Context: an optimization exercise on an open-source flow, tuned for small area and few clock cycles per item. The choices shown serve that exercise and are no tape-out recipe. Function was checked by simulation only, so behaviour that the tests miss may differ from the original. No activity file was given, so power comes from the tool's default toggle rates.

## bfc
module bfc (
    input  wire        clk,
    input  wire        rst,         
    input  wire        cmd_valid,
    output wire        cmd_ready,
    input  wire [31:0] cmd_data,
    output wire        rsp_valid,
    input  wire        rsp_ready,
    output wire [31:0] rsp_data
);
Settings: LEC_CHECK=0, ABC_AREA=1, CAP_MARGIN=20, CORE_MARGIN=2, CORE_UTILIZATION=50, CTS_BUF_LIST=sky130_fd_sc_hd__clkbuf_4, GPL_TIMING_DRIVEN=0, PLACE_DENSITY=0.65, SETUP_SLACK_MARGIN=0.35, SLEW_MARGIN=20; clock period 7.0 ns.
standard.sh (not shown) runs the stock make flow with config.mk's settings and CLKGATE_MAP_FILE= SYNTH_SCRIPT=/design/flow/synth_recipe.tcl, a recipe that flattens the netlist after the stock synthesis.
==> flow/flow/run.sh <==
#!/bin/bash
# Own layout flow: the standard synthesis, then the combinational logic
# between the registers re-mapped for area with a few ABC scripts (the
# smallest result with enough pre-layout timing slack is kept; registers
# untouched), then the standard layout
# with plain buf_1 port buffers.
set -euo pipefail
work=$(pwd)
plat=${FLOW_PLATFORM:-sky130hd}
res=$work/orfs/results/$plat/bfc/base
lib=$FLOW_HOME/platforms/$plat/lib/sky130_fd_sc_hd__tt_025C_1v80.lib
yosys_bin=$FLOW_HOME/../tools/install/yosys/bin/yosys
[[ -x $yosys_bin ]] || yosys_bin=yosys

# 1. standard synthesis
bash standard.sh synth > log_1_standard_synth.log 2>&1

# 2. re-map the logic between the registers, one run per ABC script
cp "$res/1_2_yosys.v" "$work/std_1_2_yosys.v"
du=$(sed 's/^/-dont_use /' "$work/flow/dont_use.txt" | tr '\n' ' ')
nff_std=$(grep -c 'sky130_fd_sc_hd__[a-z]*df[a-z0-9_]* ' "$work/std_1_2_yosys.v" || true)
best=""
best_area=""
best_ok=0
for abc in "$work"/flow/area*.abc; do
    t=$(basename "$abc" .abc)
    sed -e "s#{LIB}#$lib#g" -e "s#{IN}#$work/std_1_2_yosys.v#" \
        -e "s#{ABC}#$abc#" -e "s#{DONT_USE}#$du#" \
        -e "s#{STAT}#$work/remap_$t.stat#" -e "s#{OUT}#$work/remap_$t.v#" \
        "$work/flow/remap.ys" > "$work/remap_$t.ys"
    ( cd "$work" && "$yosys_bin" -l "$work/log_2_remap_$t.log" -q "remap_$t.ys" > /dev/null 2>&1 || true ) &
done
wait
plat_dir=$FLOW_HOME/platforms/$plat
or_bin=$FLOW_HOME/../tools/install/OpenROAD/bin/openroad
[[ -x $or_bin ]] || or_bin=openroad
min_slack=1.3
best_slack=""
for abc in "$work"/flow/area*.abc; do
    t=$(basename "$abc" .abc)
    [[ -s $work/remap_$t.v && -s $work/remap_$t.stat ]] || continue
    nff=$(grep -c 'sky130_fd_sc_hd__[a-z]*df[a-z0-9_]* ' "$work/remap_$t.v" || true)
    [[ $nff == "$nff_std" ]] || continue
    a=$(sed -n 's/.*Chip area for module .*: \([0-9.]*\).*/\1/p' "$work/remap_$t.stat" | head -1)
    [[ -n $a ]] || continue
    s=$(TECH_LEF=$plat_dir/lef/sky130_fd_sc_hd.tlef SC_LEF=$plat_dir/lef/sky130_fd_sc_hd_merged.lef \
        LIB=$lib NL=$work/remap_$t.v SDC=$work/constraint.sdc \
        "$or_bin" -no_init -exit "$work/flow/sta.tcl" 2> "$work/log_2_sta_$t.err" | tee "$work/log_2_sta_$t.log" |
        sed -n 's/^worst slack max \([-0-9.]*\).*/\1/p' | head -1)
    [[ -n $s ]] || continue
    echo "$t area $a slack $s" >> "$work/remap_areas.txt"
    # smallest area among those with enough slack for the layout; failing
    # that, the largest slack
    ok=$(awk -v s="$s" -v m="$min_slack" 'BEGIN{print (s >= m) ? 1 : 0}')
    if [[ $ok == 1 ]]; then
        if [[ -z $best_area || $best_ok == 0 ]] || awk -v a="$a" -v b="$best_area" 'BEGIN{exit !(a < b)}'; then
            best=$t; best_area=$a; best_slack=$s; best_ok=1
        fi
    elif [[ -z $best_area ]] || { [[ $best_ok == 0 ]] && awk -v s="$s" -v b="$best_slack" 'BEGIN{exit !(s > b)}'; }; then
        best=$t; best_area=$a; best_slack=$s; best_ok=0
    fi
done
echo "chosen: ${best:-standard} ${best_area} ${best_slack}" >> "$work/remap_areas.txt"
if [[ -n $best ]]; then
    sleep 1
    cp "$work/remap_$best.v" "$res/1_2_yosys.v"
    touch "$res/1_2_yosys.v"
fi

# 3. standard layout from the re-mapped netlist
bash standard.sh "BUFFER_PORTS_ARGS=-buffer_cell sky130_fd_sc_hd__buf_1" finish > log_3_standard_finish.log 2>&1
Other scripts of this flow, unchanged in this note and not shown: flow/flow/area1.abc, flow/flow/area4.abc, flow/flow/area5.abc, flow/flow/area6.abc, flow/flow/area7.abc, flow/flow/dont_use.txt, flow/flow/remap.ys, flow/flow/sta.tcl
The first run produced a clean layout.
Testbench counts at the start, summed over its fixed seeds: cycles 17,559, items 17,559.
Rerun with:
Settings changed: CORE_UTILIZATION 50 to 65, PLACE_DENSITY 0.65 to 0.8, SETUP_SLACK_MARGIN 0.35 to 0.2.
Outcome:
- final cell count went down by 3.0%
- clock power shrinks by 9.8%
- worst setup slack gets worse by 66 ps

==> afterwards: timing with drivers on the ports <==
The results above use ideal ports. As a check the final layouts listed here were re-extracted and re-timed, cells and wires unchanged.
Step 1, drivers: a clkbuf_16 drives clk and a buf_2 each remaining input, both assumed.
Step 2 moves the port delays by t, midway between the first and last clock arrival at a register: inputs arrive t later, outputs are due t later. That takes back most of the time a late clock gives input paths.
Slacks: ideal ports / drivers / drivers and shift; pairs: ideal ports / drivers.
| run | shift t [ns] | setup slack, ns | worst setup path at the end | slew at the worst register clock pin (ns) | worst slew at a driven data input, ns |
|---|---|---|---|---|---|
| the first run | 0.321 | 0.478 / 0.450 / 0.450 | input to output | 0.09 / 0.09 | 0.03 |
| the second run | 0.290 | 0.413 / 0.391 / 0.391 | input to output | 0.08 / 0.08 | 0.04 |
After both steps setup and hold are still met in every run listed. The setup slack of the first run, which loses most, moves by -0.028 ns with the drivers and by -0.028 ns with both steps.
